What follows belongs to an exercise in optimizing a design on an open flow for small area, a short achievable clock period and few clock cycles per item; a production flow would make more cautious choices.
In this exercise RTL edits were held to simulation tests only and were not proved equivalent to the original.
No activity file was given, so power comes from the tool's default toggle rates.

==> design/flow/design.v <==
module ad5934_freq_encoder (
    input  wire        clk,
    input  wire        rst,         
    input  wire        in_valid,
    output wire        in_ready,
    input  wire [31:0] in_freq,
    input  wire [31:0] in_fclk,
    output reg         out_valid,
    output wire [23:0] out_code,
    output wire        out_err
);
    reg         busy;        
    reg  [4:0]  cnt;         
    reg         err;         
    reg  [32:0] rem;         
    reg  [23:0] qs;          
    assign in_ready = busy && (err || cnt == 5'd24);
    assign out_code = err ? 24'd0 : qs;
    assign out_err  = err;
    wire [32:0] a    = busy ? {rem[31:0], qs[23]}
                            : {1'b0, in_freq[24:0], in_fclk[31:25]};
    wire        sub  = ~busy | ~rem[32];
    wire [32:0] b    = {33{sub}} ^ {1'b0, in_fclk};
    wire [32:0] p0   = a ^ b;
    wire [32:0] g0   = (a & b) | {32'd0, p0[0] & sub};
    wire [32:0] gl [0:6];
    wire [32:0] pl [0:6];
    assign gl[0] = g0;
    assign pl[0] = p0;
    genvar l, i;
    generate
        for (l = 0; l < 6; l = l + 1) begin : lvl
            for (i = 0; i < 33; i = i + 1) begin : bitl
                if ((i >> l) & 1) begin : comb
                    localparam integer J = ((i >> l) << l) - 1;
                    assign gl[l+1][i] = gl[l][i] | (pl[l][i] & gl[l][J]);
                    assign pl[l+1][i] = pl[l][i] & pl[l][J];
                end else begin : pass
                    assign gl[l+1][i] = gl[l][i];
                    assign pl[l+1][i] = pl[l][i];
                end
            end
        end
    endgenerate
    wire [32:0] sum  = p0 ^ {gl[6][31:0], sub};
    wire        qbit = ~sum[32];
    always @(posedge clk) begin
        rem <= sum;
        if (!busy) begin
            qs  <= in_fclk[24:1];
            err <= (|in_freq[31:25]) | qbit;
            cnt <= 5'd1;
        end else begin
            qs  <= {qs[22:0], qbit};
            cnt <= cnt + 5'd1;
        end
        if (rst) begin
            busy      <= 1'b0;
            out_valid <= 1'b0;
        end else begin
            out_valid <= in_ready && in_valid;
            if (!busy)
                busy <= in_valid;
            else if (in_ready && in_valid)
                busy <= 1'b0;
        end
    end
endmodule
==> design/flow/flow/run.sh <==
#!/bin/bash
# The standard layout (the standard.sh: standard synthesis, floorplan,
# placement, CTS, routing), with the port buffers that placement inserts on
# every input and output made plain sky130 buffers instead of the default
# delay-buffer cell. Each tool's output is kept in its own log here.
set -euo pipefail
export BUFFER_PORTS_ARGS="-buffer_cell sky130_fd_sc_hd__buf_1"
bash standard.sh > standard_make.log 2>&1
==> design/flow/standard.sh <==
#!/bin/bash
# synth_recipe.tcl (not shown) runs the flow's synth.tcl, then flattens the netlist and writes it again
# the make line also repeats each setting of config.mk as NAME=value (left out here)
make -C /OpenROAD-flow-scripts/flow DESIGN_CONFIG=/design/flow/config.mk WORK_HOME=/design/flow/orfs CLKGATE_MAP_FILE= SYNTH_SCRIPT=/design/flow/synth_recipe.tcl "${@:-finish}"
==> design/flow/config.mk <==
export PLATFORM = sky130hd
export DESIGN_NAME = ad5934_freq_encoder
export DESIGN_NICKNAME = ad5934_freq_encoder
export VERILOG_FILES = /design/flow/design.v
export SDC_FILE = /design/flow/constraint.sdc
export NUM_CORES = 4
export LEC_CHECK = 0
export CAP_MARGIN = 20
export CORE_MARGIN = 2
export CORE_UTILIZATION = 40
export CTS_BUF_LIST = sky130_fd_sc_hd__clkbuf_4 sky130_fd_sc_hd__clkbuf_8
export PLACE_DENSITY = 0.6
export SETUP_SLACK_MARGIN = 1.5
export SLEW_MARGIN = 20
==> design/flow/constraint.sdc <==
create_clock -name core_clock -period 5.0 [get_ports {clk}]
set_input_delay 1.0000 -clock core_clock [delete_from_list [all_inputs] [get_ports {clk}]]
set_output_delay 1.0000 -clock core_clock [all_outputs]
set_load 0.01 [all_outputs]
==> results of run 1 <==
routing by layer:
layer,share of wire [%],wire length (um)
met4,1.2,99
met3,4.8,394
met5,0,0
met2,47,3837
met1,47,3834
cell type report:
class	instances	area (sq um)	area share (%)
clock buffers	9	123.9	2.660
clock inverters	7	70.07	1.505
inverters	28	105.1	2.257
multi-input cells	287	2509	53.87
flip-flops and latches	65	1315	28.24
well taps	133	166.4	3.573
repair buffers	95	367.9	7.899
path summary, 6_finish.rpt:
path	to	slack [ps]	startpoint	depth (start not counted)
setup / recovery	rem[15]$_DFF_P_	1740	busy$_SDFF_PP0_	10
hold / removal	cnt[0]$_SDFF_PN1_	440	cnt[0]$_SDFF_PN1_	1
setup reg to reg	rem[15]$_DFF_P_	1740	busy$_SDFF_PP0_	10
hold reg to reg	cnt[0]$_SDFF_PN1_	440	cnt[0]$_SDFF_PN1_	1
logic make-up after synthesis:
kind of cell | count (synthesis) | share of synthesized area, %
mux | 56 | 15.88
fa+ha+maj | 37 | 12.68
buf+inv | 40 | 3.836
compound gates | 63 | 11.03
xor+xnor | 63 | 13.98
simple gates | 68 | 9.353
flops | 65 | 33.23
sequential cells by signal, indices dropped and copies added, names as in the netlist:
register,cells
busy,1
cnt,5
qs,24
rem,33
err,1
out_valid,1
Yosys cell counts (all sizes together) (3+ instances only):
library cell / number
dfxtp: 64
mux2: 53
xor2: 46
ha: 32
inv: 28
nor2b: 26
a21oi: 21
xnor2: 17
nand2: 14
nor2: 12
o21ai: 10
clkbuf: 9
o21bai: 6
fa: 5
a211oi: 3
a21o: 3
a31oi: 3
buf: 3
mux2i: 3
nand3: 3
cell usage in the layout (no fill, tap or decap), types with 5 or more instances in the layout:
master    count
a21oi_1      18
buf_1        93
clkbuf_8      9
dfxtp_1      63
fa_1          5
ha_1         32
inv_1        28
mux2_2       53
nand2_1      12
nor2_1       12
nor2b_1      26
o21ai_0       9
o21bai_1      6
xnor2_1      17
xor2_1       46
timing repair:
item | CTS | global route
setup endpoints to repair | 22 | 9
buffers inserted | 0 | 0
gates resized for setup | 3 | 2
cloned | 0 | 0
report_power, final:
group | switching (W) | internal (W)
clock network | 0.000214 | 0.000230
logic | 0.000515 | 0.000467
registers | 0.0000591 | 0.000700
total | 0.000787 | 0.00140
metrics by stage:
| step | instances | power [W] |
|---|---|---|
| after floorplan | 392 | 0.001544 |
| after global placement | 608 | 0.001718 |
| after detailed placement | 608 | 0.001745 |
| after CTS | 624 | 0.002206 |
| after global routing | 624 | 0.002382 |
| final | 624 | 0.002184 |
==> impl_metrics.toml, run 1 <==
[status]
status = "complete, no violations"

[sta]
clock_skew_ps = 8.115
slew_headroom_pct = 37.35
hold_violations = 0
fin_crit_ps = 3261
fin_ws_ps = 1739
timing.hold.ws_ps = 436.7
fmax_ghz = 0.3067
slew_violations = 0
setup_tns_ps = 0
fin_crit_sh_pct = 65.21
rsz0062_at_grt = "no"
setup_viol = 0
worst_pin_slew_ps = 939.8

[yosys]
synth_cell_types = 51
synthFlopType = "dfxtp_1"
synth_largest_area_cell = "dfxtp_1"
synth_edf_count = 1
yosysTopAreaCellShare_pct = 32.47
async_flop_share_pct = 0
yosys_register_bits = 65
yosys-top-cells-area = "dfxtp_1 32%, mux2_2 15%, xor2_1 10%"
synth_nets = 496
ys_seq_area_share_pct = 33.23
syn_area_sq_um = 3946
netlist_instances = 392
yosysWarnings = 1
syn_avg_cell_area_sq_um = 10.07

[clock_network]
clockBufferDepth = 2
clk_pin_slew_ps = 80
insertion_delay_ps = 340
cts_tree = "built"
clk_root_buffer_cell = "clkbuf_8"
cts_sinks = 65
cts_buffers = 9
postCtsHoldBufs = 0
htreeDepth = 3

[route]
route.detailed.drc = 0
ant_nets = 0
drtIter0Drc = 48
vias = 2968
vias_per_cell = 4.756
first_pass_iters = 4
totalWireLength_mm = 8.165
wl_per_cell_um = 13.08

[power_and_ir_drop]
p_per_area_nw_per_um2 = 469.0
peakVddDrop_mv = 0.1757
power_leakage_nw = 1.853

[placed_design]
placed_cell_area_sq_um = 4434
dp_slack_ps = 1155
dp_hpwl_mm = 6.369
globalplace.congestion = 0.7942
io_buffers = 93

[cells_and_area]
diodes = 0
post-route-util_pct = 48.09
fin_nets = 590
final_layout_size_suffix_gt1_share_pct = 17.11
stdcell_area_sq_um = 4657
areaGrowthSynthToFinish_pct = 18.01
n_fill_cell = 949

[global_routing]
first_global_vias = 2928
grt_usage_pct = 15.97
antenna_found_initial = 0
grtUsageMet3_pct = 4.301
grtUsageMet2_pct = 26.92
grt_pass1_wl_mm = 13.26
use_met1_pct = 19.88
grt_overflow = 0
grt_start_max_net_pins = 32
grt-busiest-layer = "met2"

[worst_setup_path]
cp.arrival_ps = 3490
critPathTopFamily = "compound AO/OA/AOI/OAI gates"
cp.required_ps = 5230
end_kind = "flip-flop"
slowest_delay_ps = 580
crit_buf_inv = 1
path_cells = "buf_4, mux2_2, ha_1, a211oi_1, o211ai_1, a21bo_2, a221o_1, a21oi_2, o21bai_1, xor2_1"
slowest_stage = "dfxtp_4"
path_max_fanout = 24
critPathLaunchType = "flip-flop"
critPathKind = "flip-flop to flip-flop"

[floorplan]
core_area_sq_um = 9684
initial_core_util_pct = 40.75
dieArea_sq_um = 10680
die_w_um = 103.3
io_pins = 94
fp-row-count = 36
die_y_um = 103.3

[job]
drv_cap = 0

[min_path]
hp-class = "flip-flop to flip-flop"
Testbench counts, summed over its fixed seeds: cycles 46,148, items 2,048.
==> run 2, diff against run 1 <==
--- a/design/flow/config.mk
+++ b/design/flow/config.mk
@@ -7,2 +7,3 @@
 export LEC_CHECK = 0
+export ABC_CLOCK_PERIOD_IN_PS = 2500
 export CAP_MARGIN = 20
==> impl_metrics.toml, run 2 <==
[status]
status = "complete, no violations"

[cells_and_area]
final_cell_mix = "93 x buf_1, 63 x dfxtp_1, 53 x mux2_2"
final_common_cell = "buf_1"
fin_nets = 590
areaGrowthSynthToFinish_pct = 18.01
diodes = 0
fin_cells = 624
final_layout_size_suffix_gt1_share_pct = 17.11
regMostFlops = "rem"
post-route-util_pct = 48.09
largestRegisters = "rem x33, qs x24, cnt x5"
largest_register_ffs = 33

[floorplan]
fp-row-count = 36
core_area_sq_um = 9684
dieArea_sq_um = 10680
io_pins = 94
die_w_um = 103.3
initial_core_util_pct = 40.75
die_y_um = 103.3

[clock_network]
htreeDepth = 3
cts_buffers = 9
cts_tree = "built"
cts_sinks = 65
postCtsHoldBufs = 0
clockBufferDepth = 2
clk_root_buffer_cell = "clkbuf_8"
cts-resized-gates = 3
clk_pin_slew_ps = 80
insertion_delay_ps = 340
post_cts_buffers = 0

[route]
ant_nets = 0
vias_per_cell = 4.756
first_pass_iters = 4
vias = 2968
drtIter0Drc = 48
totalWireLength_mm = 8.165
wl_per_cell_um = 13.08
route.detailed.drc = 0

[sta]
hold_violations = 0
fmax_ghz = 0.3067
clock_skew_ps = 8.115
fin_crit_sh_pct = 65.21
rsz0062_at_grt = "no"
worst_pin_slew_ps = 939.8
setup_viol = 0
setup_tns_ps = 0
fin_crit_ps = 3261
slew_headroom_pct = 37.35
slew_violations = 0

[yosys]
synthFlopType = "dfxtp_1"
yosysMostFrequentCell = "dfxtp_1"
yosysWarnings = 1
netlist_instances = 392
yosys_register_bits = 65
syn_area_sq_um = 3946
synthTopCellsByCount = "64 x dfxtp_1, 53 x mux2_2, 46 x xor2_1, 32 x ha_1, 28 x inv_1"
synth_largest_area_cell = "dfxtp_1"
synth_cell_types = 51
synth_edf_count = 1
ys_seq_area_share_pct = 33.23
yosys-top-cells-area = "dfxtp_1 32%, mux2_2 15%, xor2_1 10%"
syn_avg_cell_area_sq_um = 10.07
synth_nets = 496
async_flop_share_pct = 0
yosysTopAreaCellShare_pct = 32.47

[global_routing]
first_global_vias = 2928
antenna_found_initial = 0
grt_overflow = 0
grt_usage_pct = 15.97
grt_pass1_wl_mm = 13.26
grt_start_max_net_pins = 32

[worst_setup_path]
critPathLaunchType = "flip-flop"
cp.arrival_ps = 3490
path_cells = "buf_4, mux2_2, ha_1, a211oi_1, o211ai_1, a21bo_2, a221o_1, a21oi_2, o21bai_1, xor2_1"
slowest_stage = "dfxtp_4"
path_max_fanout = 24
critPathTopFamily = "compound AO/OA/AOI/OAI gates"
slowest_delay_ps = 580
cp.required_ps = 5230
crit_buf_inv = 1
end_kind = "flip-flop"
critPathKind = "flip-flop to flip-flop"

[job]
drv_cap = 0

[placed_design]
placedCellCount = 608
globalplace.congestion = 0.7942
dp_hpwl_mm = 6.369
io_buffers = 93

[power_and_ir_drop]
finalPower_w = 0.002184
p_per_area_nw_per_um2 = 469.0
power_leakage_nw = 1.853
peakVddDrop_mv = 0.1757

[min_path]
hp-class = "flip-flop to flip-flop"
-- run 2: cell counts in the layout (fill, tap and decap cells not counted) --
No cell type changed its count.
-- run 2: final cells by class --
cell class | instances | area, sq um
fillers | 949 | 5027
repair buffers | 95 | 367.9
clock buffers | 9 | 123.9
inverters | 28 | 105.1
multi-input cells | 287 | 2509
well taps | 133 | 166.4
flip-flops and latches | 65 | 1315
clock inverters | 7 | 70.07
-- run 2: power by group --
group	switching [W]	internal (W)	leakage, nW
Sequential	0.0000591	0.000700	0.546
Clock	0.000214	0.000230	0.0994
Combinational	0.000515	0.000467	1.21
Total	0.000787	0.00140	1.85
-- run 2: per-layer routing --
layer	track usage, %	up-vias	routed length, um
li1	-	1537	-
met1	19.88	1357	3834
met2	26.92	66	3837
met3	4.301	8	394
met4	5.162	0	99
met5	0	-	0
-- run 2: logic make-up after synthesis --
group,Yosys count,synth area share [%]
DFF,65,33.23
adders and majority gates,37,12.68
buffers and inverters,40,3.836
AOI/OAI and AO/OA,63,11.03
and+or+nand+nor,68,9.353
xor gates and xnor gates,63,13.98
muxes,56,15.88
-- run 2: path summary, 6_finish.rpt --
path,endpoint,cells after the start,slack (ps),from
setup / recovery,rem[15]$_DFF_P_,10,1740,busy$_SDFF_PP0_
hold / removal,cnt[0]$_SDFF_PN1_,1,440,cnt[0]$_SDFF_PN1_
setup reg to reg,rem[15]$_DFF_P_,10,1740,busy$_SDFF_PP0_
hold reg to reg,cnt[0]$_SDFF_PN1_,1,440,cnt[0]$_SDFF_PN1_
-- run 2: stage by stage --
step	hold slack [ps]	instance area (sq um)	setup slack (ps)
after global routing	459.4	4657	1507
after floorplan	396.6	3946	1803
after global placement	412.9	4434	1214
final	436.7	4657	1739
after CTS	435.5	4644	1631
after detailed placement	415.3	4434	1155
==> run 3, diff against run 2 <==
--- a/design/flow/config.mk
+++ b/design/flow/config.mk
@@ -7,3 +7,2 @@
 export LEC_CHECK = 0
-export ABC_CLOCK_PERIOD_IN_PS = 2500
 export CAP_MARGIN = 20
@@ -13,3 +12,3 @@
 export PLACE_DENSITY = 0.6
-export SETUP_SLACK_MARGIN = 1.5
+export SETUP_SLACK_MARGIN = 2.2
 export SLEW_MARGIN = 20
==> impl_metrics.toml, run 3 <==
[status]
status = "complete, no violations"

[worst_setup_path]
critPathKind = "input pin to flip-flop"
cp.arrival_ps = 3150
cp.required_ps = 5230
path_max_fanout = 4
critPathLaunch = "in_fclk[0]"
critPathLaunchType = "input pin"
end_kind = "flip-flop"
r2r-start = "busy$_SDFF_PP0_"

[global_routing]
grt-busiest-layer = "met2"
grt_start_max_net_pins = 32
grt_usage_pct = 18.16
grt_pass1_wl_mm = 14.72
grtUsageMet3_pct = 4.167
grtUsageMet2_pct = 30.67
use_met1_pct = 22.75
grt_overflow = 0
antenna_found_initial = 0
first_global_vias = 3137

[clock_network]
cts_tree = "built"
htreeDepth = 3
insertion_delay_ps = 350
postCtsHoldBufs = 0
clk_pin_slew_ps = 80
cts_buffers = 9
clockBufferDepth = 2
clk_root_buffer_cell = "clkbuf_8"
cts_sinks = 65

[yosys]
yosys_register_bits = 65
synthFlopType = "dfxtp_1"
async_flop_share_pct = 0
yosysMostFrequentCell = "dfxtp_1"
synth_cell_types = 51
syn_area_sq_um = 3946
ys_seq_area_share_pct = 33.23
syn_avg_cell_area_sq_um = 10.07
netlist_instances = 392
synthTopCellsByCount = "64 x dfxtp_1, 53 x mux2_2, 46 x xor2_1, 32 x ha_1, 28 x inv_1"
yosysWarnings = 1
synth_largest_area_cell = "dfxtp_1"
synth_nets = 496
yosys-top-cells-area = "dfxtp_1 32%, mux2_2 15%, xor2_1 10%"
synth_edf_count = 1
yosysTopAreaCellShare_pct = 32.47

[cells_and_area]
regMostFlops = "rem"
fin_cells = 645
final_common_cell = "buf_1"
final_layout_size_suffix_gt1_share_pct = 29.69
areaGrowthSynthToFinish_pct = 34.50
largestRegisters = "rem x33, qs x24, cnt x5"
fin_nets = 611
largest_register_ffs = 33
diodes = 0
final_cell_mix = "88 x buf_1, 62 x dfxtp_1, 50 x mux2_2"

[placed_design]
globalplace.congestion = 0.7834
placedCellCount = 607
dp_hpwl_mm = 6.401
io_buffers = 93

[route]
wl_per_cell_um = 15.36
route.detailed.drc = 0
vias_per_cell = 4.905
totalWireLength_mm = 9.908
vias = 3164
ant_nets = 0
first_pass_iters = 5
drtIter0Drc = 73

[sta]
fin_crit_sh_pct = 58.29
setup_tns_ps = 0
fmax_ghz = 0.3431
setup_viol = 0
hold_violations = 0
fin_crit_ps = 2914
rsz0062_at_grt = "yes"
slew_violations = 0
slew_headroom_pct = 50.42
clock_skew_ps = 9.643
worst_pin_slew_ps = 743.8

[floorplan]
core_area_sq_um = 9684
die_y_um = 103.3
die_w_um = 103.3
dieArea_sq_um = 10680
fp-row-count = 36
io_pins = 94
initial_core_util_pct = 40.75

[power_and_ir_drop]
p_per_area_nw_per_um2 = 490.3
peakVddDrop_mv = 0.1956
power_leakage_nw = 2.065

[min_path]
hold_path.startpoint = "cnt[0]$_SDFF_PN1_"
hp-class = "flip-flop to flip-flop"

[job]
drv_cap = 0
[run 3: cell counts after synthesis]
Identical to the previous run, type by type.
[run 3: area by class of cell]
cell class | instances | area (sq um)
fillers | 889 | 4377
multi-input cells | 288 | 2861
flip-flops and latches | 65 | 1319
repair buffers | 115 | 636.9
well taps | 133 | 166.4
clock buffers | 9 | 123.9
inverters | 28 | 105.1
clock inverters | 7 | 95.09
[run 3: worst paths after layout]
kind	slack (ps)	to	depth (start not counted)
max reg2reg	2140	rem[15]$_DFF_P_	11
max	2090	rem[15]$_DFF_P_	11
min	430	cnt[0]$_SDFF_PN1_	1
min reg2reg	430	cnt[0]$_SDFF_PN1_	1
[run 3: metrics by stage]
stage	instance area (sq um)	util, %	setup slack (ps)	power, W	hold slack [ps]
floorplan	4059	-	1953	0.001605	396.6
global placement	4534	46.82	1577	0.001789	408.0
detailed placement	4534	46.82	1530	0.001823	416.2
CTS	4977	51.40	2060	0.002438	433.9
global route	5308	54.81	2006	0.002793	489.3
finish	5308	54.81	2086	0.002602	428.6
[run 3: power by group]
group          switching, W  internal (W)
registers         0.0000740      0.000703
logic              0.000654      0.000671
clock network      0.000220      0.000281
[run 3: cells by family after synthesis]
group	Yosys count	synth area share (%)
multiplexers	56	15.88
buffers and inverters	40	3.836
AND/OR/NAND/NOR	68	9.353
AO/OA/AOI/OAI	63	11.03
flip-flops	65	33.23
XOR/XNOR	63	13.98
adder cells (fa/ha/maj)	37	12.68
[run 3: worst max-delay path: stages]
cell	delay, ps
buf_8	110
a21oi_2	140
a22oi_2	100
fa_2	400
a211oi_4	250
o211ai_1	140
a21bo_2	250
a221o_1	350
a21oi_2	160
o21bai_1	90
xor2_1	140
[run 3: per-layer routing]
| metal | routed length [um] | vias to the layer above |
|---|---|---|
| li1 | - | 1588 |
| met1 | 4464 | 1484 |
| met2 | 4873 | 78 |
| met3 | 390 | 14 |
| met4 | 179 | 0 |
| met5 | 0 | - |
[run 3: timing repair]
| action | in CTS | in global routing |
|---|---|---|
| gates resized for setup | 16 | 52 |
| pin swaps | 8 | 22 |
| buffers inserted | 8 | 11 |
| cloned | 2 | 1 |
| endpoints found under the setup margin | 27 | 25 |
==> run 4, diff against run 3 <==
--- a/design/flow/config.mk
+++ b/design/flow/config.mk
@@ -12,3 +12,3 @@
 export PLACE_DENSITY = 0.6
-export SETUP_SLACK_MARGIN = 2.2
+export SETUP_SLACK_MARGIN = 2.0
 export SLEW_MARGIN = 20
==> impl_metrics.toml, run 4 <==
[clock_network]
clockBufferDepth = 2
cts_tree = "built"
cts_buffers = 9
cts_sinks = 65
clk_root_buffer_cell = "clkbuf_8"
htreeDepth = 3
clk_pin_slew_ps = 70
insertion_delay_ps = 340

[yosys]
syn_avg_cell_area_sq_um = 10.07
synth_nets = 496
yosysWarnings = 1
async_flop_share_pct = 0
yosysMostFrequentCell = "dfxtp_1"
synthTopCellsByCount = "64 x dfxtp_1, 53 x mux2_2, 46 x xor2_1, 32 x ha_1, 28 x inv_1"
syn_area_sq_um = 3946
yosys-top-cells-area = "dfxtp_1 32%, mux2_2 15%, xor2_1 10%"
synth_cell_types = 51
synth_largest_area_cell = "dfxtp_1"
yosysTopAreaCellShare_pct = 32.47
synthFlopType = "dfxtp_1"
synth_edf_count = 1
netlist_instances = 392
yosys_register_bits = 65
ys_seq_area_share_pct = 33.23

[cells_and_area]
final_cell_mix = "92 x buf_1, 62 x dfxtp_1, 53 x mux2_2"
final_common_cell = "buf_1"
n_fill_cell = 964
post-route-util_pct = 50.52
fin_cells = 635
largestRegisters = "rem x33, qs x24, cnt x5"
diodes = 0
regArea_sq_um = 1316
regMostFlops = "rem"
largest_register_ffs = 33
fin_nets = 601
final_layout_size_suffix_gt1_share_pct = 22.11
areaGrowthSynthToFinish_pct = 23.97
multiInputGateArea_sq_um = 2606

[worst_setup_path]
end_kind = "flip-flop"
critPathKind = "input pin to flip-flop"
crit_buf_inv = 1
cp.arrival_ps = 3230
path_max_fanout = 6
critPathLaunchType = "input pin"
slowest_stage = "a311o_2"
critPathTopFamily = "compound AO/OA/AOI/OAI gates"
path_cells = "buf_1, mux2_2, ha_1, a21oi_1, o21bai_1, a221oi_2, nand2_4, a311o_2, a21oi_2, xnor2_1"
cp.required_ps = 5270
slowest_delay_ps = 420

[route]
route.detailed.drc = 0
totalWireLength_mm = 9.181
vias_per_cell = 4.860
drtIter0Drc = 80
ant_nets = 0
wl_per_cell_um = 14.46
first_pass_iters = 4
vias = 3086

[placed_design]
io_buffers = 93
globalplace.congestion = 0.7596
dp_hpwl_mm = 6.197
placedCellCount = 607

[power_and_ir_drop]
pwr-share-clk_pct = 18.3
net-switching-power_w = 0.0008477
combPwrFrac_pct = 48.6
pwr-share-seq_pct = 33.1
power_leakage_nw = 1.949
internal_power_w = 0.001438
p_per_area_nw_per_um2 = 467.3
peakVddDrop_mv = 0.2019
swShare_pct = 37.08

[sta]
clock_skew_ps = 6.657
slew_violations = 0
worst_pin_slew_ps = 644.2
hold_violations = 0
fin_crit_sh_pct = 59.19
setup_tns_ps = 0
fmax_ghz = 0.3379
fin_crit_ps = 2959
rsz0062_at_grt = "yes"
slew_headroom_pct = 57.05
setup_viol = 0

[floorplan]
die_y_um = 103.3
initial_core_util_pct = 40.75
fp-row-count = 36
core_area_sq_um = 9684
dieArea_sq_um = 10680
io_pins = 94
die_w_um = 103.3

[global_routing]
grt_start_max_net_pins = 32
grtUsageMet2_pct = 28.17
first_global_vias = 2942
grt_usage_pct = 16.94
grt-busiest-layer = "met2"
use_met1_pct = 21.49
antenna_found_initial = 0
grt_pass1_wl_mm = 13.88
grtUsageMet3_pct = 5.444
grt_overflow = 0

[job]
drv_cap = 0

[status]
status = "complete, no violations"

[min_path]
hp-class = "flip-flop to flip-flop"
-- run 4: cell counts after synthesis --
No cell type changed its count.
-- run 4: layout make-up --
type	count	area share [%]
multi-input cells	288	53.27
clock buffers	11	3.095
inverters	28	2.148
flip-flops and latches	65	26.91
repair buffers	105	10.56
clock inverters	5	0.6138
well taps	133	3.402
-- run 4: power by group through the flow --
stage / registers [W] / clock network [W] / logic (W)
6_report: 0.000757 / 0.000418 / 0.00111
4_1_cts: 0.000755 / 0.000430 / 0.00103
3_3_place_gp: 0.000756 / 0 / 0.000982
3_5_place_dp: 0.000762 / 0 / 0.000996
2_1_floorplan: 0.000741 / 0 / 0.000814
5_1_grt: 0.000775 / 0.000452 / 0.00124
-- run 4: worst reg2reg max path, cell delays in order (launching register included) --
cell and delay (ps):
dfxtp_4 390, bufbuf_16 310, mux2_2 350, ha_1 360
and4_1 200, a221oi_2 410, nand2_4 160, a311o_2 420
a21oi_2 140, xnor2_1 120
-- run 4: metrics by stage --
stage | total power [W] | hold WS (ps) | instance area, sq um | worst slack (ps)
global placement | 0.001737 | 410.6 | 4447 | 1610
detailed placement | 0.001758 | 416.8 | 4447 | 1589
finish | 0.002286 | 435.3 | 4892 | 2041
CTS | 0.002218 | 435.5 | 4731 | 2001
floorplan | 0.001555 | 396.6 | 3970 | 1950
global route | 0.002470 | 462.1 | 4892 | 1941
-- run 4: per-layer routing --
| metal | share of wire, % | wire [um] | vias up |
|---|---|---|---|
| met2 | 47 | 4350 | 69 |
| met5 | 0 | 0 | - |
| li1 | - | - | 1564 |
| met1 | 47 | 4337 | 1448 |
| met4 | 0.69 | 63 | 0 |
| met3 | 4.7 | 429 | 5 |
-- run 4: final timing paths --
path	startpoint	slack [ps]	to	cells past startpoint
worst max-delay path	in_freq[6]	2040	rem[19]$_DFF_P_	10
worst min-delay path	cnt[0]$_SDFF_PN1_	440	cnt[0]$_SDFF_PN1_	1
worst max register to register	busy$_SDFF_PP0_	2070	rem[19]$_DFF_P_	9
worst min register to register	cnt[0]$_SDFF_PN1_	440	cnt[0]$_SDFF_PN1_	1
-- run 4: logic make-up after synthesis --
group | count (synthesis) | share of synthesized area, %
adder cells (fa/ha/maj) | 37 | 12.68
AO/OA/AOI/OAI | 63 | 11.03
XOR/XNOR | 63 | 13.98
multiplexers | 56 | 15.88
AND/OR/NAND/NOR | 68 | 9.353
buffers and inverters | 40 | 3.836
flip-flops | 65 | 33.23
-- run 4: timing repair --
action                                  CTS  global route
cloned                                    2             1
resized for setup                         7            23
setup buffers                             0             9
endpoints found under the setup margin   25            20
hold endpoints to repair                  0             0
pin swaps                                 0            14
hold buffers                              0             0
==> run 5, diff against run 4 <==
--- a/design/flow/config.mk
+++ b/design/flow/config.mk
@@ -12,3 +12,3 @@
 export PLACE_DENSITY = 0.6
-export SETUP_SLACK_MARGIN = 2.0
+export SETUP_SLACK_MARGIN = 1.7
 export SLEW_MARGIN = 20
==> impl_metrics.toml, run 5 <==
[clock_network]
clk_pin_slew_ps = 80
htreeDepth = 3
cts_sinks = 65
cts_tree = "built"
postCtsHoldBufs = 0
insertion_delay_ps = 350
cts_buffers = 9
clockBufferDepth = 2
clk_root_buffer_cell = "clkbuf_8"

[global_routing]
antenna_found_initial = 0
grt_usage_pct = 15.97
grt_start_max_net_pins = 32
first_global_vias = 2927
grt_overflow = 0
grt_pass1_wl_mm = 13.27

[yosys]
synth_top_family_by_area = "multiplexers"
synthAdderAreaFrac_pct = 12.68
yosysWarnings = 1
synth-compound-area-share_pct = 11.03
async_flop_share_pct = 0
synthFlopType = "dfxtp_1"
syn_area_sq_um = 3946
yosysTopAreaCellShare_pct = 32.47
yosys_register_bits = 65
synth_cell_types = 51
synthTopCellsByCount = "64 x dfxtp_1, 53 x mux2_2, 46 x xor2_1, 32 x ha_1, 28 x inv_1"
syn_avg_cell_area_sq_um = 10.07
yosysMostFrequentCell = "dfxtp_1"
synthXorXnorAreaFrac_pct = 13.98
synthMuxAreaShare_pct = 15.88
yosys.area_share.simple_pct = 9.353
synth_edf_count = 1
netlist_instances = 392
synth_nets = 496
ys_seq_area_share_pct = 33.23
synth_largest_area_cell = "dfxtp_1"
yosys-top-cells-area = "dfxtp_1 32%, mux2_2 15%, xor2_1 10%"

[cells_and_area]
fin_nets = 591
diodes = 0
largestRegisters = "rem x33, qs x24, cnt x5"
fin_cells = 625
largest_register_ffs = 33
regMostFlops = "rem"
final_layout_size_suffix_gt1_share_pct = 17.48
final_cell_mix = "93 x buf_1, 63 x dfxtp_1, 53 x mux2_2"
final_common_cell = "buf_1"
areaGrowthSynthToFinish_pct = 18.61

[status]
status = "complete, no violations"

[worst_setup_path]
path_cells = "buf_8, mux2_2, ha_1, a21oi_1, o21ai_1, a221oi_2, nand2_2, a311o_2, a21oi_2, xnor2_1"
cp_num_cells = 10
path_max_fanout = 22
crit_buf_inv = 1
slowest_stage = "dfxtp_4"
cp.arrival_ps = 3340
critPathKind = "flip-flop to flip-flop"
r2r_cells = 10
slowest_delay_ps = 520
critPathLaunchType = "flip-flop"
end_kind = "flip-flop"
cp.required_ps = 5270
critPathTopFamily = "compound AO/OA/AOI/OAI gates"

[floorplan]
die_y_um = 103.3
dieArea_sq_um = 10680
fp-row-count = 36
initial_core_util_pct = 40.75
die_w_um = 103.3
core_area_sq_um = 9684
io_pins = 94

[placed_design]
dp_hpwl_mm = 6.369
io_buffers = 93
globalplace.congestion = 0.7942
placedCellCount = 608
dp_slack_ps = 1155

[sta]
clock_skew_ps = 7.751
worst_pin_slew_ps = 936.0
setup_viol = 0
hold_violations = 0
slew_headroom_pct = 37.60
fin_ws_ps = 1932
fin_crit_sh_pct = 61.35
fin_crit_ps = 3068
fmax_ghz = 0.3260
slew_violations = 0
rsz0062_at_grt = "no"
setup_tns_ps = 0

[route]
totalWireLength_mm = 8.256
top_layer_used = "met4"
vias_per_cell = 4.779
wl_met2_mm = 3.903
wl_per_cell_um = 13.21
first_pass_iters = 4
ant_nets = 0
drtIter0Drc = 49
route.detailed.drc = 0
vias = 2987
dr_wl_met3_um = 383
met1Wirelength_mm = 3.870

[min_path]
hold_depth = 1
hp-class = "flip-flop to flip-flop"

[power_and_ir_drop]
p_per_area_nw_per_um2 = 468.6
peakVddDrop_mv = 0.1758
power_leakage_nw = 1.863

[job]
drv_cap = 0
==> run 5: cell counts after synthesis <==
Identical to the previous run, type by type.
==> run 5: area by class of cell <==
| cell class | count | area (sq um) |
|---|---|---|
| timing repair buffer | 96 | 386.6 |
| fill | 947 | 5004 |
| inverter | 28 | 105.1 |
| tap | 133 | 166.4 |
| clock inverter | 7 | 70.07 |
| sequential | 65 | 1315 |
| multi-input combinational | 287 | 2514 |
| clock buffer | 9 | 123.9 |
==> run 5: per-stage QoR <==
step | instance area, sq um | power (W) | hold slack (ps) | utilization (%)
after floorplan | 3946 | 0.001544 | 396.6 | -
after detailed placement | 4434 | 0.001745 | 415.3 | 45.79
final | 4681 | 0.002193 | 436.3 | 48.33
after global routing | 4681 | 0.002390 | 458.9 | 48.33
after global placement | 4434 | 0.001718 | 412.9 | 45.79
after CTS | 4653 | 0.002214 | 435.5 | 48.05
==> run 5: what timing repair did <==
| action | 4_1_cts | 5_1_grt |
|---|---|---|
| gates resized for setup | 4 | 6 |
| pin swaps | 0 | 0 |
| endpoints found under the setup margin | 26 | 20 |
| setup buffers | 0 | 1 |
==> run 5: cell families (layout without fill, tap and decap cells) <==
logic type	after synthesis	after routing
mux	56	56
buf+inv	40	140
compound gates	63	63
fa+ha+maj	37	37
flops	65	65
xor+xnor	63	63
simple gates	68	68
==> run 5: worst paths after layout <==
path                                     endpoint              start  slack [ps]
worst min register to register  cnt[0]$_SDFF_PN1_  cnt[0]$_SDFF_PN1_         440
worst max register to register    rem[19]$_DFF_P_    busy$_SDFF_PP0_        1930
worst max-delay path              rem[19]$_DFF_P_    busy$_SDFF_PP0_        1930
worst min-delay path            cnt[0]$_SDFF_PN1_  cnt[0]$_SDFF_PN1_         440
==> run 5: per-layer routing <==
layer,vias up,global-route usage (%)
li1,1541,-
met1,1372,19.88
met2,66,26.92
met3,8,4.301
met4,0,5.162
met5,-,0
==> run 5: report_power, final <==
part,switching (W),internal [W]
registers,0.0000573,0.000700
clock network,0.000216,0.000230
logic,0.000518,0.000472
total,0.000792,0.00140
==> run 6, diff against run 5 <==
--- a/design/flow/config.mk
+++ b/design/flow/config.mk
@@ -12,3 +12,3 @@
 export PLACE_DENSITY = 0.6
-export SETUP_SLACK_MARGIN = 1.7
+export SETUP_SLACK_MARGIN = 1.9
 export SLEW_MARGIN = 20
==> impl_metrics.toml, run 6 <==
[cells_and_area]
final_layout_size_suffix_gt1_share_pct = 18.46
final_cell_mix = "92 x buf_1, 63 x dfxtp_1, 53 x mux2_2"
largestRegisters = "rem x33, qs x24, cnt x5"
final_common_cell = "buf_1"
largest_register_ffs = 33
regMostFlops = "rem"
areaGrowthSynthToFinish_pct = 20.67
regArea_sq_um = 1315
n_fill_cell = 927
post-route-util_pct = 49.17
fin_nets = 592
diodes = 0
multiInputGateArea_sq_um = 2525

[yosys]
yosysWarnings = 1
syn_area_sq_um = 3946
yosysMostFrequentCell = "dfxtp_1"
synth_nets = 496
ys_seq_area_share_pct = 33.23
async_flop_share_pct = 0
yosys_register_bits = 65
synth_edf_count = 1
yosysTopAreaCellShare_pct = 32.47
synth_largest_area_cell = "dfxtp_1"
synthFlopType = "dfxtp_1"
netlist_instances = 392
yosys-top-cells-area = "dfxtp_1 32%, mux2_2 15%, xor2_1 10%"
syn_avg_cell_area_sq_um = 10.07
synthTopCellsByCount = "64 x dfxtp_1, 53 x mux2_2, 46 x xor2_1, 32 x ha_1, 28 x inv_1"
synth_cell_types = 51

[global_routing]
first_global_vias = 2922
grt_start_max_net_pins = 64
grt_usage_pct = 16.01
grt_pass1_wl_mm = 13.26
grt_overflow = 0
antenna_found_initial = 0

[floorplan]
die_y_um = 103.3
core_area_sq_um = 9684
dieArea_sq_um = 10680
initial_core_util_pct = 40.75
io_pins = 94
fp-row-count = 36
die_w_um = 103.3

[worst_setup_path]
path_max_fanout = 4
end_kind = "flip-flop"
critPathLaunchType = "input pin"
cp.arrival_ps = 3190
r2r_slack_ps = 2070
r2r_cells = 10
cp.required_ps = 5240
critPathKind = "input pin to flip-flop"

[sta]
hold_violations = 0
fin_crit_ps = 2952
worst_pin_slew_ps = 943.5
setup_viol = 0
slew_violations = 0
rsz0062_at_grt = "no"
fin_crit_sh_pct = 59.04
clock_skew_ps = 7.877
setup_tns_ps = 0
fmax_ghz = 0.3388
timing.hold.ws_ps = 431.8
slew_headroom_pct = 37.10

[route]
route.detailed.drc = 0
vias_per_cell = 4.754
first_pass_iters = 4
totalWireLength_mm = 8.549
wl_per_cell_um = 13.66
ant_nets = 0
vias = 2976
drtIter0Drc = 47

[clock_network]
insertion_delay_ps = 340
clk_pin_slew_ps = 70
cts_sinks = 65
htreeDepth = 3
cts_buffers = 9
clockBufferDepth = 2
clk_root_buffer_cell = "clkbuf_8"
cts_tree = "built"
postCtsHoldBufs = 0

[min_path]
hp-class = "flip-flop to flip-flop"
hold_depth = 1

[status]
status = "complete, no violations"

[job]
drv_cap = 0

[power_and_ir_drop]
peakVddDrop_mv = 0.1931
power_leakage_nw = 1.898
p_per_area_nw_per_um2 = 475.4

[placed_design]
globalplace.congestion = 0.8111
io_buffers = 93
dp_hpwl_mm = 6.034
-- run 6: cell counts after synthesis --
Identical to the previous run, type by type.
-- run 6: per-stage QoR --
stage | area [sq um] | power [W] | instances | worst slack [ps]
after floorplan | 3955 | 0.001549 | 392 | 1934
after global placement | 4434 | 0.001728 | 607 | 1578
after detailed placement | 4434 | 0.001748 | 607 | 1568
after CTS | 4676 | 0.002259 | 623 | 1913
after global routing | 4762 | 0.002454 | 626 | 1904
final | 4762 | 0.002264 | 626 | 2048
-- run 6: cell type report --
| class | count | share of cell area [%] |
|---|---|---|
| clock inverter | 2 | 0.7357 |
| timing repair buffer | 97 | 9.143 |
| multi-input combinational | 287 | 53.02 |
| clock buffer | 14 | 3.784 |
| inverter | 28 | 2.207 |
| tap | 133 | 3.494 |
| sequential | 65 | 27.61 |
-- run 6: final timing paths --
check | startpoint | to
setup / recovery | in_fclk[26] | rem[15]$_DFF_P_
hold / removal | cnt[0]$_SDFF_PN1_ | cnt[0]$_SDFF_PN1_
setup reg to reg | busy$_SDFF_PP0_ | rem[19]$_DFF_P_
hold reg to reg | cnt[0]$_SDFF_PN1_ | cnt[0]$_SDFF_PN1_
-- run 6: kinds of logic after synthesis --
kind of cell | after synthesis | share of synthesized area, %
AOI/OAI and AO/OA | 63 | 11.03
xor gates and xnor gates | 63 | 13.98
adders and majority gates | 37 | 12.68
buffers and inverters | 40 | 3.836
DFF | 65 | 33.23
muxes | 56 | 15.88
and+or+nand+nor | 68 | 9.353
-- run 6: repair_timing --
action,CTS,global route
gates resized for setup,5,7
cloned,0,2
setup buffers,0,1
pin swaps,0,2
endpoints found under the setup margin,21,14
-- run 6: report_power, final --
group	switching (W)	internal (W)	leakage, nW
combinational	0.000537	0.000486	1.24
sequential	0.0000554	0.000700	0.546
clock	0.000204	0.000282	0.114
total	0.000796	0.00147	1.90
-- run 6: worst max-delay path, cell delays in order --
cell and delay (ps):
buf_1 100, mux2_2 290, fa_2 420, a211oi_2 230, o211ai_1 130, a21bo_2 260
a221o_1 340, a21oi_2 180, o21bai_1 90, xor2_1 140
-- run 6: routing by layer --
layer / vias to the layer above / GRT usage, % / part of all wire [%] / routed length (um)
met5: - / 0 / 0 / 0
met4: 0 / 4.251 / 1.0 / 87
met3: 7 / 5.242 / 4.7 / 405
met2: 69 / 26.97 / 48 / 4079
met1: 1355 / 19.75 / 47 / 3976
li1: 1545 / - / - / -
==> run 7, diff against run 6 <==
--- a/design/flow/config.mk
+++ b/design/flow/config.mk
@@ -12,3 +12,3 @@
 export PLACE_DENSITY = 0.6
-export SETUP_SLACK_MARGIN = 1.9
+export SETUP_SLACK_MARGIN = 1.8
 export SLEW_MARGIN = 20
==> impl_metrics.toml, run 7 <==
[route]
vias_per_cell = 4.752
wl_per_cell_um = 13.16
drtIter0Drc = 52
route.detailed.drc = 0
totalWireLength_mm = 8.265
vias = 2984
ant_nets = 0
first_pass_iters = 4

[cells_and_area]
largest_register_ffs = 33
final_common_cell = "buf_1"
fin_nets = 594
final_cell_mix = "92 x buf_1, 63 x dfxtp_1, 53 x mux2_2"
final_layout_size_suffix_gt1_share_pct = 18.38
largestRegisters = "rem x33, qs x24, cnt x5"
fin_cells = 628
regMostFlops = "rem"
areaGrowthSynthToFinish_pct = 19.28
diodes = 0
stdcell_area_sq_um = 4707

[sta]
setup_viol = 0
fmax_ghz = 0.3342
hold_violations = 0
worst_pin_slew_ps = 941.5
slew_violations = 0
setup_tns_ps = 0
slew_headroom_pct = 37.23
clock_skew_ps = 8.498
fin_crit_sh_pct = 59.85
rsz0062_at_grt = "no"
fin_crit_ps = 2992

[worst_setup_path]
path_max_fanout = 4
cp.required_ps = 5230
critPathLaunchType = "input pin"
slowest_stage = "fa_2"
critPathTopFamily = "compound AO/OA/AOI/OAI gates"
crit_buf_inv = 1
cp_num_cells = 10
path_cells = "buf_1, mux2_2, fa_2, a211oi_2, o211ai_1, a21bo_2, a221o_1, a21oi_2, o21bai_1, xor2_1"
slowest_delay_ps = 420
end_kind = "flip-flop"
cp.arrival_ps = 3220
critPathKind = "input pin to flip-flop"
r2r_cells = 10

[yosys]
synthFlopType = "dfxtp_1"
yosysMostFrequentCell = "dfxtp_1"
netlist_instances = 392
syn_area_sq_um = 3946
ys_seq_area_share_pct = 33.23
synthTopCellsByCount = "64 x dfxtp_1, 53 x mux2_2, 46 x xor2_1, 32 x ha_1, 28 x inv_1"
yosys_register_bits = 65
synth_nets = 496
async_flop_share_pct = 0
yosys-top-cells-area = "dfxtp_1 32%, mux2_2 15%, xor2_1 10%"
yosysTopAreaCellShare_pct = 32.47
synth_cell_types = 51
syn_avg_cell_area_sq_um = 10.07
yosysWarnings = 1
synth_edf_count = 1
synth_largest_area_cell = "dfxtp_1"

[placed_design]
dp_hpwl_mm = 6.369
placed_cell_area_sq_um = 4434
globalplace.congestion = 0.7942
placedCellCount = 608
io_buffers = 93

[floorplan]
die_y_um = 103.3
dieArea_sq_um = 10680
die_w_um = 103.3
initial_core_util_pct = 40.75
fp-row-count = 36
core_area_sq_um = 9684
io_pins = 94

[status]
status = "complete, no violations"

[global_routing]
grt_usage_pct = 16.13
antenna_found_initial = 0
grt_start_max_net_pins = 32
first_global_vias = 2936
grt_pass1_wl_mm = 13.40
grt_overflow = 0

[min_path]
hold_depth = 1
hp-class = "flip-flop to flip-flop"

[clock_network]
clockBufferDepth = 2
htreeDepth = 3
clk_root_buffer_cell = "clkbuf_8"
clk_pin_slew_ps = 80
insertion_delay_ps = 340
cts_buffers = 9
cts_tree = "built"
cts_sinks = 65

[job]
drv_cap = 0

[power_and_ir_drop]
peakVddDrop_mv = 0.1758
power_leakage_nw = 1.881
p_per_area_nw_per_um2 = 466.5
[run 7: cell counts after synthesis]
No cell type changed its count.
[run 7: worst paths after layout]
path	start	to	slack [ps]
worst max-delay path	in_fclk[26]	rem[15]$_DFF_P_	2010
worst min-delay path	cnt[0]$_SDFF_PN1_	cnt[0]$_SDFF_PN1_	440
worst max register to register	busy$_SDFF_PP0_	rem[19]$_DFF_P_	2040
worst min register to register	cnt[0]$_SDFF_PN1_	cnt[0]$_SDFF_PN1_	440
[run 7: layout make-up]
cell class / count / area, sq um
Clock buffer: 9 / 123.9
Clock inverter: 7 / 70.07
Fill cell: 943 / 4977
Inverter: 28 / 105.1
Multi-Input combinational cell: 287 / 2516
Sequential cell: 65 / 1315
Tap cell: 133 / 166.4
Timing Repair Buffer: 99 / 410.4
[run 7: layer usage]
metal,routed length [um],vias up,part of all wire [%],global-route usage (%)
met2,3882,68,47,27.22
met3,398,8,4.8,4.167
li1,-,1545,-,-
met4,99,0,1.2,5.162
met1,3885,1363,47,20.17
met5,0,-,0,0
[run 7: repair_timing]
item	in CTS	in global routing
hold buffers	0	0
endpoints found under the setup margin	28	15
resized for setup	6	5
buffers inserted	1	3
pin swaps	0	1
[run 7: report_power, final]
part / leakage (nW) / total (W) / internal, W / switching, W
logic: 1.24 / 0.000996 / 0.000475 / 0.000521
clock network: 0.0994 / 0.000445 / 0.000230 / 0.000215
registers: 0.546 / 0.000755 / 0.000700 / 0.0000556
[run 7: per-stage QoR]
step / hold WS (ps) / power (W) / worst slack, ps / utilization [%]
after floorplan: 396.6 / 0.001544 / 1803 / -
after global placement: 412.9 / 0.001718 / 1214 / 45.79
after detailed placement: 415.3 / 0.001745 / 1155 / 45.79
after CTS: 435.5 / 0.002217 / 1883 / 48.24
after global routing: 458.9 / 0.002393 / 1808 / 48.60
final: 436.4 / 0.002196 / 2008 / 48.60
[run 7: cell families (layout without fill, tap and decap cells)]
logic type      Yosys count  count (layout)  share of synthesized area (%)
compound gates           63              63                          11.03
xor+xnor                 63              63                          13.98
fa+ha+maj                37              37                          12.68
buf+inv                  40             143                          3.836
flops                    65              65                          33.23
mux                      56              56                          15.88
simple gates             68              68                          9.353
==> run 8, diff against run 7 <==
--- a/design/flow/config.mk
+++ b/design/flow/config.mk
@@ -11,2 +11,4 @@
 export CTS_BUF_LIST = sky130_fd_sc_hd__clkbuf_4 sky130_fd_sc_hd__clkbuf_8
+export CTS_CLUSTER_DIAMETER = 80
+export CTS_CLUSTER_SIZE = 32
 export PLACE_DENSITY = 0.6
==> impl_metrics.toml, run 8 <==
[status]
status = "complete, no violations"

[yosys]
yosysWarnings = 1
synth_edf_count = 1
yosysMostFrequentCell = "dfxtp_1"
synth_top_family_by_area = "multiplexers"
netlist_instances = 392
synthFlopType = "dfxtp_1"
synthMuxAreaShare_pct = 15.88
syn_avg_cell_area_sq_um = 10.07
synth_cell_types = 51
synth-compound-area-share_pct = 11.03
yosys_register_bits = 65
synthTopCellsByCount = "64 x dfxtp_1, 53 x mux2_2, 46 x xor2_1, 32 x ha_1, 28 x inv_1"
synth_nets = 496
syn_area_sq_um = 3946
synthAdderAreaFrac_pct = 12.68
synthXorXnorAreaFrac_pct = 13.98
ys_seq_area_share_pct = 33.23
synth_largest_area_cell = "dfxtp_1"
async_flop_share_pct = 0
yosys-top-cells-area = "dfxtp_1 32%, mux2_2 15%, xor2_1 10%"
yosys.area_share.simple_pct = 9.353
yosysTopAreaCellShare_pct = 32.47

[power_and_ir_drop]
peakVddDrop_mv = 0.1758
net-switching-power_w = 0.0007912
swShare_pct = 36.04
pwr-share-seq_pct = 34.4
power_leakage_nw = 1.881
internal_power_w = 0.001404
p_per_area_nw_per_um2 = 466.5
pwr-share-clk_pct = 20.2
combPwrFrac_pct = 45.4

[sta]
rsz0062_at_grt = "no"
slew_violations = 0
fin_crit_sh_pct = 59.85
hold_violations = 0
clock_skew_ps = 8.498
slew_headroom_pct = 37.23
fin_crit_ps = 2992
fmax_ghz = 0.3342
setup_viol = 0
fin_ws_ps = 2008
worst_pin_slew_ps = 941.5
setup_tns_ps = 0

[job]
drv_cap = 0

[clock_network]
cts_sinks = 65
clockBufferDepth = 2
insertion_delay_ps = 340
clk_pin_slew_ps = 80
cts_buffers = 9
clk_root_buffer_cell = "clkbuf_8"
cts_tree = "built"
htreeDepth = 3

[placed_design]
io_buffers = 93
globalplace.congestion = 0.7942
placedCellCount = 608
dp_hpwl_mm = 6.369
placed_cell_area_sq_um = 4434
dp_slack_ps = 1155

[route]
first_pass_iters = 4
vias = 2984
totalWireLength_mm = 8.265
ant_nets = 0
drtIter0Drc = 52
route.detailed.drc = 0
wl_per_cell_um = 13.16
vias_per_cell = 4.752

[cells_and_area]
multiInputGateArea_sq_um = 2516
regMostFlops = "rem"
fin_cells = 628
stdcell_area_sq_um = 4707
final_common_cell = "buf_1"
regArea_sq_um = 1315
areaGrowthSynthToFinish_pct = 19.28
n_fill_cell = 943
largestRegisters = "rem x33, qs x24, cnt x5"
largest_register_ffs = 33
final_layout_size_suffix_gt1_share_pct = 18.38
fin_nets = 594
final_cell_mix = "92 x buf_1, 63 x dfxtp_1, 53 x mux2_2"
diodes = 0

[worst_setup_path]
cp.arrival_ps = 3220
critPathKind = "input pin to flip-flop"
r2r_cells = 10
r2r_slack_ps = 2040
r2r-end = "rem[19]$_DFF_P_"
path_max_fanout = 4
r2r-start = "busy$_SDFF_PP0_"
critPathLaunchType = "input pin"
end_kind = "flip-flop"
path_cells = "buf_1, mux2_2, fa_2, a211oi_2, o211ai_1, a21bo_2, a221o_1, a21oi_2, o21bai_1, xor2_1"
slowest_stage = "fa_2"
cp.required_ps = 5230
slowest_delay_ps = 420

[floorplan]
fp-row-count = 36
die_w_um = 103.3
die_y_um = 103.3
dieArea_sq_um = 10680
core_area_sq_um = 9684
io_pins = 94
initial_core_util_pct = 40.75

[global_routing]
first_global_vias = 2936
grt_pass1_wl_mm = 13.40
antenna_found_initial = 0
grt_overflow = 0
grt_start_max_net_pins = 32
grt_usage_pct = 16.13

[min_path]
hold_path.startpoint = "cnt[0]$_SDFF_PN1_"
hp-class = "flip-flop to flip-flop"
hold_depth = 1
whs_endpoint = "cnt[0]$_SDFF_PN1_"
run 8: cell type report:
type	instances	area share, %
tap	133	3.535
inverter	28	2.233
sequential	65	27.94
clock inverter	7	1.489
timing repair buffer	99	8.719
multi-input combinational	287	53.46
clock buffer	9	2.632
run 8: routing by layer:
metal	up-vias	part of all wire, %	global-route usage [%]	wire length (um)
met5	-	0	0	0
met1	1363	47	20.17	3885
met3	8	4.8	4.167	398
met2	68	47	27.22	3882
met4	0	1.2	5.162	99
li1	1545	-	-	-
run 8: what timing repair did:
action	4_1_cts	5_1_grt
buffers inserted	1	3
hold buffers	0	0
cloned	0	0
endpoints found under the setup margin	28	15
hold endpoints to repair	0	0
resized for setup	6	5
pin swaps	0	1
run 8: power groups by stage:
| stage | logic (W) | clock network, W | registers, W |
|---|---|---|---|
| floorplan | 0.000803 | 0 | 0.000741 |
| global placement | 0.000956 | 0 | 0.000762 |
| detailed placement | 0.000978 | 0 | 0.000767 |
| CTS | 0.00100 | 0.000459 | 0.000759 |
| global route | 0.00114 | 0.000478 | 0.000770 |
| finish | 0.000996 | 0.000445 | 0.000755 |
run 8: worst max-delay path by stage:
stage / endpoint / from / slack, ps / cells after the start
3_3_place_gp: rem[26]$_DFF_P_ / busy$_SDFF_PP0_ / 1210 / 10
2_1_floorplan: rem[15]$_DFF_P_ / busy$_SDFF_PP0_ / 1800 / 11
6_report: rem[15]$_DFF_P_ / in_fclk[26] / 2010 / 10
4_1_cts: rem[19]$_DFF_P_ / busy$_SDFF_PP0_ / 1880 / 10
5_1_grt: err$_DFFE_PN_ / rem[32]$_DFF_P_ / 1810 / 10
3_5_place_dp: rem[26]$_DFF_P_ / busy$_SDFF_PP0_ / 1160 / 10
run 8: critical path, delay by kind of cell:
| kind | cells | cell delay, ps |
|---|---|---|
| adders and majority gates | 1 | 420 |
| AOI/OAI and AO/OA | 6 | 1270 |
| buffers and inverters | 1 | 90 |
| xor gates and xnor gates | 1 | 140 |
| muxes | 1 | 290 |
run 8: logic make-up after synthesis:
group                      Yosys count
DFF                                 65
muxes                               56
adders and majority gates           37
buffers and inverters               40
xor gates and xnor gates            63
and+or+nand+nor                     68
AOI/OAI and AO/OA                   63
run 8: metrics by stage:
stage / utilization (%) / hold slack, ps / power [W]
finish: 48.60 / 436.4 / 0.002196
global route: 48.60 / 458.9 / 0.002393
CTS: 48.24 / 435.5 / 0.002217
detailed placement: 45.79 / 415.3 / 0.001745
global placement: 45.79 / 412.9 / 0.001718
floorplan: - / 396.6 / 0.001544
==> run 9, diff against run 8 <==
--- a/design/flow/config.mk
+++ b/design/flow/config.mk
@@ -10,5 +10,3 @@
 export CORE_UTILIZATION = 40
-export CTS_BUF_LIST = sky130_fd_sc_hd__clkbuf_4 sky130_fd_sc_hd__clkbuf_8
-export CTS_CLUSTER_DIAMETER = 80
-export CTS_CLUSTER_SIZE = 32
+export CTS_BUF_LIST = sky130_fd_sc_hd__clkbuf_4
 export PLACE_DENSITY = 0.6
==> impl_metrics.toml, run 9 <==
[yosys]
synth_nets = 496
synthFlopType = "dfxtp_1"
async_flop_share_pct = 0
synth_cell_types = 51
synthTopCellsByCount = "64 x dfxtp_1, 53 x mux2_2, 46 x xor2_1, 32 x ha_1, 28 x inv_1"
syn_area_sq_um = 3946
ys_seq_area_share_pct = 33.23
synth_edf_count = 1
synth_largest_area_cell = "dfxtp_1"
yosys-top-cells-area = "dfxtp_1 32%, mux2_2 15%, xor2_1 10%"
syn_avg_cell_area_sq_um = 10.07
yosysWarnings = 1
netlist_instances = 392
yosysTopAreaCellShare_pct = 32.47
yosysMostFrequentCell = "dfxtp_1"
yosys_register_bits = 65

[clock_network]
clk_root_buffer_cell = "clkbuf_4"
clockBufferDepth = 2
clk_pin_slew_ps = 120
postCtsHoldBufs = 0
cts_sinks = 65
htreeDepth = 3
insertion_delay_ps = 420
cts_buffers = 9
cts_tree = "built"

[floorplan]
initial_core_util_pct = 40.75
die_y_um = 103.3
core_area_sq_um = 9684
io_pins = 94
fp-row-count = 36
die_w_um = 103.3
dieArea_sq_um = 10680

[min_path]
whs_endpoint = "cnt[0]$_SDFF_PN1_"
hp-class = "flip-flop to flip-flop"
hold_path.startpoint = "cnt[0]$_SDFF_PN1_"
hold_depth = 1

[global_routing]
grt_start_max_net_pins = 32
first_global_vias = 2974
grt_pass1_wl_mm = 13.54
antenna_found_initial = 0
grt_overflow = 0
grt_usage_pct = 16.42

[route]
ant_nets = 0
wl_per_cell_um = 13.24
route.detailed.drc = 0
vias = 2990
totalWireLength_mm = 8.302
first_pass_iters = 4
drtIter0Drc = 50
vias_per_cell = 4.769

[cells_and_area]
final_layout_size_suffix_gt1_share_pct = 18.02
n_fill_cell = 951
largest_register_ffs = 33
largestRegisters = "rem x33, qs x24, cnt x5"
regMostFlops = "rem"
diodes = 0
fin_nets = 593
final_cell_mix = "93 x buf_1, 62 x dfxtp_1, 53 x mux2_2"
areaGrowthSynthToFinish_pct = 17.60
final_common_cell = "buf_1"

[worst_setup_path]
slowest_stage = "fa_1"
end_kind = "flip-flop"
critPathKind = "input pin to flip-flop"
slowest_delay_ps = 440
r2r_slack_ps = 2040
r2r-start = "busy$_SDFF_PP0_"
r2r-end = "err$_DFFE_PN_"
path_cells = "buf_1, nor2_1, a21oi_1, a22oi_1, fa_1, a211oi_2, o211ai_1, a21bo_2, a221o_1, a21oi_2, o21bai_1, xor2_1"
cp.required_ps = 5300
crit_buf_inv = 1
critPathLaunchType = "input pin"
path_max_fanout = 4
critPathTopFamily = "compound AO/OA/AOI/OAI gates"
cp.arrival_ps = 3260
r2r_cells = 10

[placed_design]
io_buffers = 93
dp_hpwl_mm = 6.369
globalplace.congestion = 0.7942

[status]
status = "complete, no violations"

[power_and_ir_drop]
power_leakage_nw = 1.849
peakVddDrop_mv = 0.1798
p_per_area_nw_per_um2 = 454.8

[sta]
fmax_ghz = 0.3378
fin_crit_sh_pct = 59.21
slew_headroom_pct = 37.62
timing.hold.ws_ps = 445.3
setup_viol = 0
fin_crit_ps = 2961
worst_pin_slew_ps = 935.8
clock_skew_ps = 12.18
slew_violations = 0
hold_violations = 0
setup_tns_ps = 0
rsz0062_at_grt = "no"

[job]
drv_cap = 0
-- run 9: cell counts after synthesis --
Identical to the previous run, type by type.
-- run 9: metal layers --
metal  wire length, um  global-route usage (%)  vias up
met5                 0                       0        -
met4                67                   4.251        0
met3               461                   5.645        4
met2              3947                   27.52       73
met1              3825                   20.26     1370
li1                  -                       -     1543
-- run 9: how the worst max path moves through the flow --
stage / from / end / slack (ps) / depth (start not counted)
4_1_cts: busy$_SDFF_PP0_ / rem[15]$_DFF_P_ / 1810 / 10
5_1_grt: busy$_SDFF_PP0_ / rem[19]$_DFF_P_ / 1810 / 10
3_3_place_gp: busy$_SDFF_PP0_ / rem[26]$_DFF_P_ / 1210 / 10
6_report: in_fclk[0] / rem[15]$_DFF_P_ / 2040 / 12
2_1_floorplan: busy$_SDFF_PP0_ / rem[15]$_DFF_P_ / 1800 / 11
3_5_place_dp: busy$_SDFF_PP0_ / rem[26]$_DFF_P_ / 1160 / 10
-- run 9: power breakdown --
part / switching (W) / internal, W / total, W / leakage (nW)
Sequential: 0.0000551 / 0.000700 / 0.000755 / 0.546
Clock: 0.000204 / 0.000152 / 0.000356 / 0.0761
Combinational: 0.000524 / 0.000475 / 0.000999 / 1.23
-- run 9: cells by family (layout without fill, tap and decap cells) --
group | count (synthesis) | count (layout) | synth area share, %
flops | 65 | 65 | 33.23
fa+ha+maj | 37 | 37 | 12.68
compound gates | 63 | 63 | 11.03
mux | 56 | 56 | 15.88
xor+xnor | 63 | 63 | 13.98
buf+inv | 40 | 142 | 3.836
simple gates | 68 | 68 | 9.353
-- run 9: worst register-to-register path, delay by kind of cell, from the launching register on --
family          cells  cell delay [ps]
compound gates      4              830
simple gates        2              330
buf+inv             1              200
flops               1              450
mux                 1              350
fa+ha+maj           1              360
xor+xnor            1              190
-- run 9: cell type report --
type                    instances  area [sq um]  share of cell area (%)
inverters                      28         105.1                   2.265
clock inverters                 7         70.07                   1.510
well taps                     133         166.4                   3.586
multi-input cells             287          2514                   54.17
clock buffers                   9         67.56                   1.456
flip-flops and latches         65          1316                   28.36
repair buffers                 98         401.6                   8.655
-- run 9: per-stage QoR --
stage                     total power, W  cells  area, sq um  worst slack, ps  utilization (%)
after floorplan                 0.001544    392         3946             1803                -
after global placement          0.001718    608         4434             1214            45.79
after detailed placement        0.001745    608         4434             1155            45.79
after CTS                       0.002131    625         4612             1814            47.62
after global routing            0.002309    627         4641             1810            47.92
final                           0.002110    627         4641             2039            47.92
-- run 9: timing repair --
action	CTS	global route
resized for setup	5	5
gates cloned	0	0
buffers inserted	1	2
endpoints found under the setup margin	28	16
pin swaps	0	2
==> run 10, diff against run 9 <==
--- a/design/flow/config.mk
+++ b/design/flow/config.mk
@@ -10,5 +10,4 @@
 export CORE_UTILIZATION = 40
-export CTS_BUF_LIST = sky130_fd_sc_hd__clkbuf_4
+export CTS_BUF_LIST = sky130_fd_sc_hd__clkbuf_2 sky130_fd_sc_hd__clkbuf_4
 export PLACE_DENSITY = 0.6
-export SETUP_SLACK_MARGIN = 1.8
 export SLEW_MARGIN = 20
==> impl_metrics.toml, run 10 <==
[clock_network]
cts_sinks = 65
post_cts_buffers = 0
clk_pin_slew_ps = 120
cts_tree = "built"
insertion_delay_ps = 420
postCtsHoldBufs = 0
cts-resized-gates = 0
clk_root_buffer_cell = "clkbuf_4"
cts_buffers = 9
clockBufferDepth = 2
htreeDepth = 3

[floorplan]
die_w_um = 103.3
io_pins = 94
dieArea_sq_um = 10680
die_y_um = 103.3
initial_core_util_pct = 40.75
core_area_sq_um = 9684
fp-row-count = 36

[global_routing]
grt_overflow = 0
grt_start_max_net_pins = 32
first_global_vias = 2952
grt_pass1_wl_mm = 13.31
grt_usage_pct = 16.14
antenna_found_initial = 0

[sta]
slew_headroom_pct = 38.14
setup_tns_ps = 0
slew_violations = 0
clock_skew_ps = 14.28
worst_pin_slew_ps = 924.7
rsz0062_at_grt = "no"
fmax_ghz = 0.2597
hold_violations = 0
fin_crit_ps = 3850
setup_viol = 0
fin_crit_sh_pct = 77.00

[yosys]
yosysMostFrequentCell = "dfxtp_1"
yosys.area_share.simple_pct = 9.353
synthTopCellsByCount = "64 x dfxtp_1, 53 x mux2_2, 46 x xor2_1, 32 x ha_1, 28 x inv_1"
synth_cell_types = 51
yosysWarnings = 1
ys_seq_area_share_pct = 33.23
synth_top_family_by_area = "multiplexers"
synthMuxAreaShare_pct = 15.88
synthAdderAreaFrac_pct = 12.68
yosysTopAreaCellShare_pct = 32.47
synth_edf_count = 1
yosys_register_bits = 65
syn_avg_cell_area_sq_um = 10.07
netlist_instances = 392
async_flop_share_pct = 0
yosys-top-cells-area = "dfxtp_1 32%, mux2_2 15%, xor2_1 10%"
synth_largest_area_cell = "dfxtp_1"
synth_nets = 496
synthFlopType = "dfxtp_1"
synth-compound-area-share_pct = 11.03
syn_area_sq_um = 3946
synthXorXnorAreaFrac_pct = 13.98

[cells_and_area]
multiInputGateArea_sq_um = 2486
largest_register_ffs = 33
largestRegisters = "rem x33, qs x24, cnt x5"
regMostFlops = "rem"
final_common_cell = "buf_1"
regArea_sq_um = 1313
final_layout_size_suffix_gt1_share_pct = 17.11
fin_cells = 624
fin_nets = 590
diodes = 0
final_cell_mix = "93 x buf_1, 63 x dfxtp_1, 53 x mux2_2"
areaGrowthSynthToFinish_pct = 15.85
n_fill_cell = 959
post-route-util_pct = 47.21

[route]
ant_nets = 0
wl_met2_mm = 3.886
vias_per_cell = 4.744
first_pass_iters = 4
vias = 2960
dr_wl_met3_um = 461
route.detailed.drc = 0
met1Wirelength_mm = 3.722
top_layer_used = "met4"
wl_per_cell_um = 13.07
totalWireLength_mm = 8.153
drtIter0Drc = 59

[worst_setup_path]
path_max_fanout = 31
end_kind = "flip-flop"
r2r-end = "rem[31]$_DFF_P_"
critPathKind = "flip-flop to flip-flop"
r2r-start = "busy$_SDFF_PP0_"
cp.required_ps = 5310
r2r_cells = 10
r2r_slack_ps = 1150
critPathLaunchType = "flip-flop"
cp.arrival_ps = 4160

[min_path]
hp-class = "flip-flop to flip-flop"
hold_path.startpoint = "cnt[0]$_SDFF_PN1_"
hold_depth = 1
whs_endpoint = "cnt[0]$_SDFF_PN1_"

[power_and_ir_drop]
power_leakage_nw = 1.826
p_per_area_nw_per_um2 = 456.0
peakVddDrop_mv = 0.1795

[placed_design]
placedCellCount = 608
dp_hpwl_mm = 6.369
io_buffers = 93
globalplace.congestion = 0.7942

[status]
status = "complete, no violations"

[job]
drv_cap = 0
## run 10: worst max-delay path, stage by stage (launching register included)
cell      delay [ps]
dfxtp_2          690
nand2_2          670
xor2_1           350
fa_1             490
a211oi_1         330
o211ai_1         150
nand4b_1         150
nand2_2          120
a31oi_2          410
o21ai_0          210
xnor2_1          150
## run 10: worst max path at each step
stage	slack [ps]	endpoint	start
after floorplan	1800	rem[15]$_DFF_P_	busy$_SDFF_PP0_
final	1150	rem[31]$_DFF_P_	busy$_SDFF_PP0_
after CTS	1110	rem[31]$_DFF_P_	busy$_SDFF_PP0_
after global routing	780	rem[31]$_DFF_P_	busy$_SDFF_PP0_
after detailed placement	1160	rem[26]$_DFF_P_	busy$_SDFF_PP0_
after global placement	1210	rem[26]$_DFF_P_	busy$_SDFF_PP0_
## run 10: routing by layer
metal	vias up	global-route usage [%]
met2	65	27.12
met4	0	4.251
met1	1355	19.72
met3	7	5.712
met5	-	0
li1	1533	-
## run 10: layout make-up
class,instances,area share (%)
Inverter,28,2.299
Clock buffer,9,1.478
Sequential cell,65,28.71
Clock inverter,7,1.533
Multi-Input combinational cell,287,54.38
Timing Repair Buffer,95,7.964
Tap cell,133,3.640
## run 10: power by group
part           leakage (nW)  total (W)  internal, W  switching, W
Clock                0.0761   0.000355     0.000152      0.000203
Sequential            0.546   0.000753     0.000699     0.0000545
Combinational          1.20   0.000976     0.000463      0.000512
## run 10: per-stage QoR
step           worst slack [ps]  hold WS (ps)  area (sq um)  total power, W
6_report                   1150         447.2          4572        0.002085
3_5_place_dp               1155         415.3          4434        0.001745
3_3_place_gp               1214         412.9          4434        0.001718
2_1_floorplan              1803         396.6          3946        0.001544
5_1_grt                   779.5         471.2          4572        0.002283
4_1_cts                    1107         446.2          4572        0.002114
## run 10: cell families (layout without fill, tap and decap cells)
kind of cell    count (synthesis)  after routing
compound gates                 63             63
buf+inv                        40            139
flops                          65             65
fa+ha+maj                      37             37
mux                            56             56
simple gates                   68             68
xor+xnor                       63             63

==> separate check: timing with driven ports <==
No port has a modelled driver above. Below, the same layouts with a new extraction and two added sets of constraints.
Step 1 (the two cells are an assumption about what drives the block):
set clk [get_ports {clk}]
set_driving_cell -lib_cell sky130_fd_sc_hd__clkbuf_16 $clk
set_driving_cell -lib_cell sky130_fd_sc_hd__buf_2 [delete_from_list [all_inputs] $clk]
Step 2 also shifts input and output timing later by t, the mid clock arrival at the registers, as if the neighbouring blocks saw the same clock.
Three values: no drivers, after step 1, after step 2; two values: the first two.
run | t (ns) | setup slack, ns | worst setup path at the end | clock arrival spread, ns
run 1 | 0.371 | 1.739 / 1.739 / 1.489 | input to register | 0.008 / 0.008
run 2 | 0.371 | 1.739 / 1.739 / 1.489 | input to register | 0.008 / 0.008
run 3 | 0.375 | 2.086 / 2.067 / 1.692 | input to register | 0.010 / 0.010
run 4 | 0.373 | 2.041 / 2.038 / 1.665 | input to register | 0.006 / 0.007
run 5 | 0.372 | 1.932 / 1.932 / 1.588 | input to register | 0.007 / 0.007
run 6 | 0.373 | 2.048 / 2.061 / 1.688 | input to register | 0.008 / 0.008
run 7 | 0.371 | 2.008 / 2.016 / 1.644 | input to register | 0.009 / 0.009
run 8 | 0.371 | 2.008 / 2.016 / 1.644 | input to register | 0.009 / 0.009
run 9 | 0.439 | 2.039 / 2.036 / 1.597 | input to register | 0.012 / 0.012
run 10 | 0.440 | 1.150 / 1.150 / 1.150 | register to register | 0.014 / 0.014
After both steps setup and hold are still met in every run listed. For run 9, which loses most, drivers alone change the setup slack by -0.003 ns; drivers and shift together by -0.442 ns.
